From an optimization exercise on the open Yosys and OpenROAD flow, aimed at small area, a short achievable clock period and few clock cycles; shortcuts taken in it are not production practice. RTL that was checked went through simulation tests only; none was proved equivalent to the original. Power is estimated from default activity; no workload was simulated.

## the previous run
Design bitrat_enc, start of the top module:
module bitrat_enc (
    input  wire        clk,
    input  wire        rst,         
    input  wire        start,
    input  wire        prev_bit,
    input  wire [12:0] len,         
    output reg  [11:0] in_addr,
    input  wire [7:0]  in_data,
    output reg         out_we,
    output reg  [12:0] out_addr,
    output reg  [7:0]  out_data,
    output reg         busy,
    output reg         done,
    output reg  [7:0]  cmask,
    output reg  [3:0]  maskw,
    output wire [12:0] count,
    output wire        last
);
Settings: LEC_CHECK=0, ABC_CLOCK_PERIOD_IN_PS=2000, CAP_MARGIN=20, CORE_MARGIN=2, CORE_UTILIZATION=40, SETUP_SLACK_MARGIN=2.1, SLEW_MARGIN=20; clock period 5.0 ns.
run.sh (not shown) runs the stock make flow with config.mk's settings and CLKGATE_MAP_FILE= SYNTH_SCRIPT=/design/flow/synth_recipe.tcl, a recipe that flattens the netlist after the stock synthesis.
The following lists how the current run was set up differently from the previous run:
Settings: changing SETUP_SLACK_MARGIN from 2.1 to 1.6.
Findings:
- Compare the previous run and the current run | aggregate routed wire length lower: the current run
- The current run vs the previous run: count of plain and timing-repair buffers down by more than a quarter
- Part of the total power dissipated in sequential elements (lower): the previous run
No functional check of the RTL was part of any run of this note.

========
bitrat_enc, a different RTL version from the one above (not shown whole).
Size in the first run: about 1,000 cells after synthesis, ~87 I/O pins.
clock: 5.0 ns
lec_check: 0
abc_clock_period_in_ps: 2000
cap_margin: 20
core_margin: 2
core_utilization: 40
setup_slack_margin: 3.0
slew_margin: 20
Testbench counts at the start, summed over its fixed seeds: cycles 340,437.
Edit:
==> flow/flow/run.sh (new file) <==
#!/bin/bash
# Standard layout, with the port buffers made from the smallest buffer
# (buf_1) instead of the default choice; repair may still resize them.
set -euo pipefail
echo 'export BUFFER_PORTS_ARGS = -buffer_cell sky130_fd_sc_hd__buf_1' >> config.mk
bash standard.sh finish > standard.log 2>&1
==> flow/standard.sh (new file) <==
#!/bin/bash
# synth_recipe.tcl (not shown) runs the flow's synth.tcl, then flattens the netlist and writes it again
# the make line also repeats each setting of config.mk as NAME=value (left out here)
make -C /OpenROAD-flow-scripts/flow DESIGN_CONFIG=/design/flow/config.mk WORK_HOME=/design/flow/orfs CLKGATE_MAP_FILE= SYNTH_SCRIPT=/design/flow/synth_recipe.tcl "${@:-finish}"
Settings changed: ABC_CLOCK_PERIOD_IN_PS 2000 to default, BUFFER_PORTS_ARGS from default to -buffer_cell sky130_fd_sc_hd__buf_1, CORE_UTILIZATION 40 to 70, SETUP_SLACK_MARGIN 3.0 to 2.7.
removed: flow/run.sh
- cell count went down by about a fifth
- via count fell slightly
- core utilization climbs by 29 points
- clock skew goes down by 0.0040 ns
- setup slack degrades by 0.040 ns
- sequential power went up by a few percent
- power went down by a little under a tenth
- count of clock-buffer cells in the layout stays the same
- wire length goes down by roughly a tenth
Edit:
==> flow/run.sh (new file) <==
#!/bin/bash
# synth_recipe.tcl (not shown) runs the flow's synth.tcl, then flattens the netlist and writes it again
# the make line also repeats each setting of config.mk as NAME=value (left out here)
make -C /OpenROAD-flow-scripts/flow DESIGN_CONFIG=/design/flow/config.mk WORK_HOME=/design/flow/orfs CLKGATE_MAP_FILE= SYNTH_SCRIPT=/design/flow/synth_recipe.tcl finish
Settings changed: ABC_CLOCK_PERIOD_IN_PS from default to 2000, BUFFER_PORTS_ARGS -buffer_cell sky130_fd_sc_hd__buf_1 to default, CORE_UTILIZATION 70 to 40, SETUP_SLACK_MARGIN 2.7 to 3.3.
removed: flow/flow/run.sh
removed: flow/standard.sh
=>
- global-route usage drops by 11 points
- design area went up by 30%
- final cell count went up by 25%
- core utilization goes down by 23 points
Edit:
==> flow/flow/run.sh (new file) <==
#!/bin/bash
# Standard layout, with the port buffers made from the smallest buffer
# (buf_1) instead of the default choice; repair may still resize them.
set -euo pipefail
echo 'export BUFFER_PORTS_ARGS = -buffer_cell sky130_fd_sc_hd__buf_1' >> config.mk
bash standard.sh finish > standard.log 2>&1
==> flow/standard.sh (new file) <==
#!/bin/bash
# synth_recipe.tcl (not shown) runs the flow's synth.tcl, then flattens the netlist and writes it again
# the make line also repeats each setting of config.mk as NAME=value (left out here)
make -C /OpenROAD-flow-scripts/flow DESIGN_CONFIG=/design/flow/config.mk WORK_HOME=/design/flow/orfs CLKGATE_MAP_FILE= SYNTH_SCRIPT=/design/flow/synth_recipe.tcl "${@:-finish}"
Settings changed: ABC_CLOCK_PERIOD_IN_PS 2000 to default, BUFFER_PORTS_ARGS from default to -buffer_cell sky130_fd_sc_hd__buf_1, CORE_UTILIZATION 40 to 70, SETUP_SLACK_MARGIN 3.3 to 2.5.
removed: flow/run.sh
Effect: The new run went through all stages and came out clean. Routed wire length went down by 27%. Global-route usage went up by 11 points. Die area went down by 42%. Cell area went down by 28%. Clock skew went down by 0.0076 ns. Register-to-register slack is worse by 0.22 ns. First-iteration DRC count went up by 19%. Maximum frequency went down by 8.5%. Via count went down by 14%. Setup slack is worse by 0.22 ns.

========
bitrat_enc, a different RTL version from the one above (not shown whole).
For scale: ~1100 cells after synthesis, ~87 I/O pins.
Design bitrat_enc, start of the top module:
module bitrat_enc (
    input  wire        clk,
    input  wire        rst,         
    input  wire        start,
    input  wire        prev_bit,
    input  wire [12:0] len,         
    output reg  [11:0] in_addr,
    input  wire [7:0]  in_data,
    output reg         out_we,
    output reg  [12:0] out_addr,
    output reg  [7:0]  out_data,
    output reg         busy,
    output reg         done,
    output reg  [7:0]  cmask,
    output reg  [3:0]  maskw,
    output wire [12:0] count,
    output wire        last
);
export LEC_CHECK = 0
export CAP_MARGIN = 20
export CORE_MARGIN = 2
export CORE_UTILIZATION = 70
export SETUP_SLACK_MARGIN = 2.8
export SLEW_MARGIN = 20
export BUFFER_PORTS_ARGS = -buffer_cell sky130_fd_sc_hd__buf_1
create_clock -name core_clock -period 5.0 [get_ports {clk}]
standard.sh (not shown) runs the stock make flow with config.mk's settings and CLKGATE_MAP_FILE= SYNTH_SCRIPT=/design/flow/synth_recipe.tcl, a recipe that flattens the netlist after the stock synthesis.
==> flow/flow/run.sh <==
#!/bin/bash
# Standard layout, with the port buffers made from the smallest buffer
# (buf_1) instead of the default choice; repair may still resize them.
set -euo pipefail
echo 'export BUFFER_PORTS_ARGS = -buffer_cell sky130_fd_sc_hd__buf_1' >> config.mk
bash standard.sh finish > standard.log 2>&1
Then changed:
Settings changed: SETUP_SLACK_MARGIN 2.8 to 2.6.
Result: Worst hold slack is about the same; die area is unchanged; clock-buffer cell count shrinks by 2; worst setup slack gets worse by 0.023 ns; final cell count shrinks by 2.6%; via count shrinks by 7.8%; cell area shrinks by 5.3%; maximum frequency shrinks by about 0.9%.
Function was not checked in any run of this note: the RTL went through the layout flow alone.

-- what the ideal ports hide --
No port has a modelled driver above. Below, the same layouts with a new extraction and two added sets of constraints.
Step 1 assumes that a clkbuf_16 drives the clock port and a buf_2 every other input.
Step 2 moves the port delays by t, midway between the first and last clock arrival at a register: inputs arrive t later, outputs are due t later. That takes back most of the time a late clock gives input paths.
Slacks: ideal / step 1 / step 2; pairs: ideal / step 1.
run	t, ns	setup slack, ns	worst hold slack (ns)	worst register clock-pin slew, ns	cell pins on the clock port's net
the previous run	0.495	1.653 / 1.653 / 1.653	0.491 / 0.491 / 0.491	0.08 / 0.08	1
the current run	0.487	1.669 / 1.669 / 1.345	0.479 / 0.479 / 0.479	0.08 / 0.08	1
the first run of note 2	0.481	2.686 / 2.686 / 2.544	0.483 / 0.483 / 0.483	0.08 / 0.08	1
the second run of note 2	0.484	2.646 / 2.639 / 2.422	0.456 / 0.456 / 0.456	0.07 / 0.07	1
the third run of note 2	0.496	2.694 / 2.694 / 2.508	0.494 / 0.494 / 0.494	0.08 / 0.08	1
the fourth run of note 2	0.480	2.479 / 2.479 / 2.291	0.485 / 0.485 / 0.485	0.07 / 0.07	1
the first run of note 3	0.493	2.566 / 2.566 / 2.267	0.480 / 0.480 / 0.480	0.08 / 0.08	1
the second run of note 3	0.481	2.544 / 2.500 / 2.117	0.481 / 0.481 / 0.481	0.08 / 0.08	1
After both steps every run listed still meets setup and hold. For the second run of note 3, which loses most, drivers alone change the setup slack by -0.044 ns; drivers and shift together by -0.427 ns.
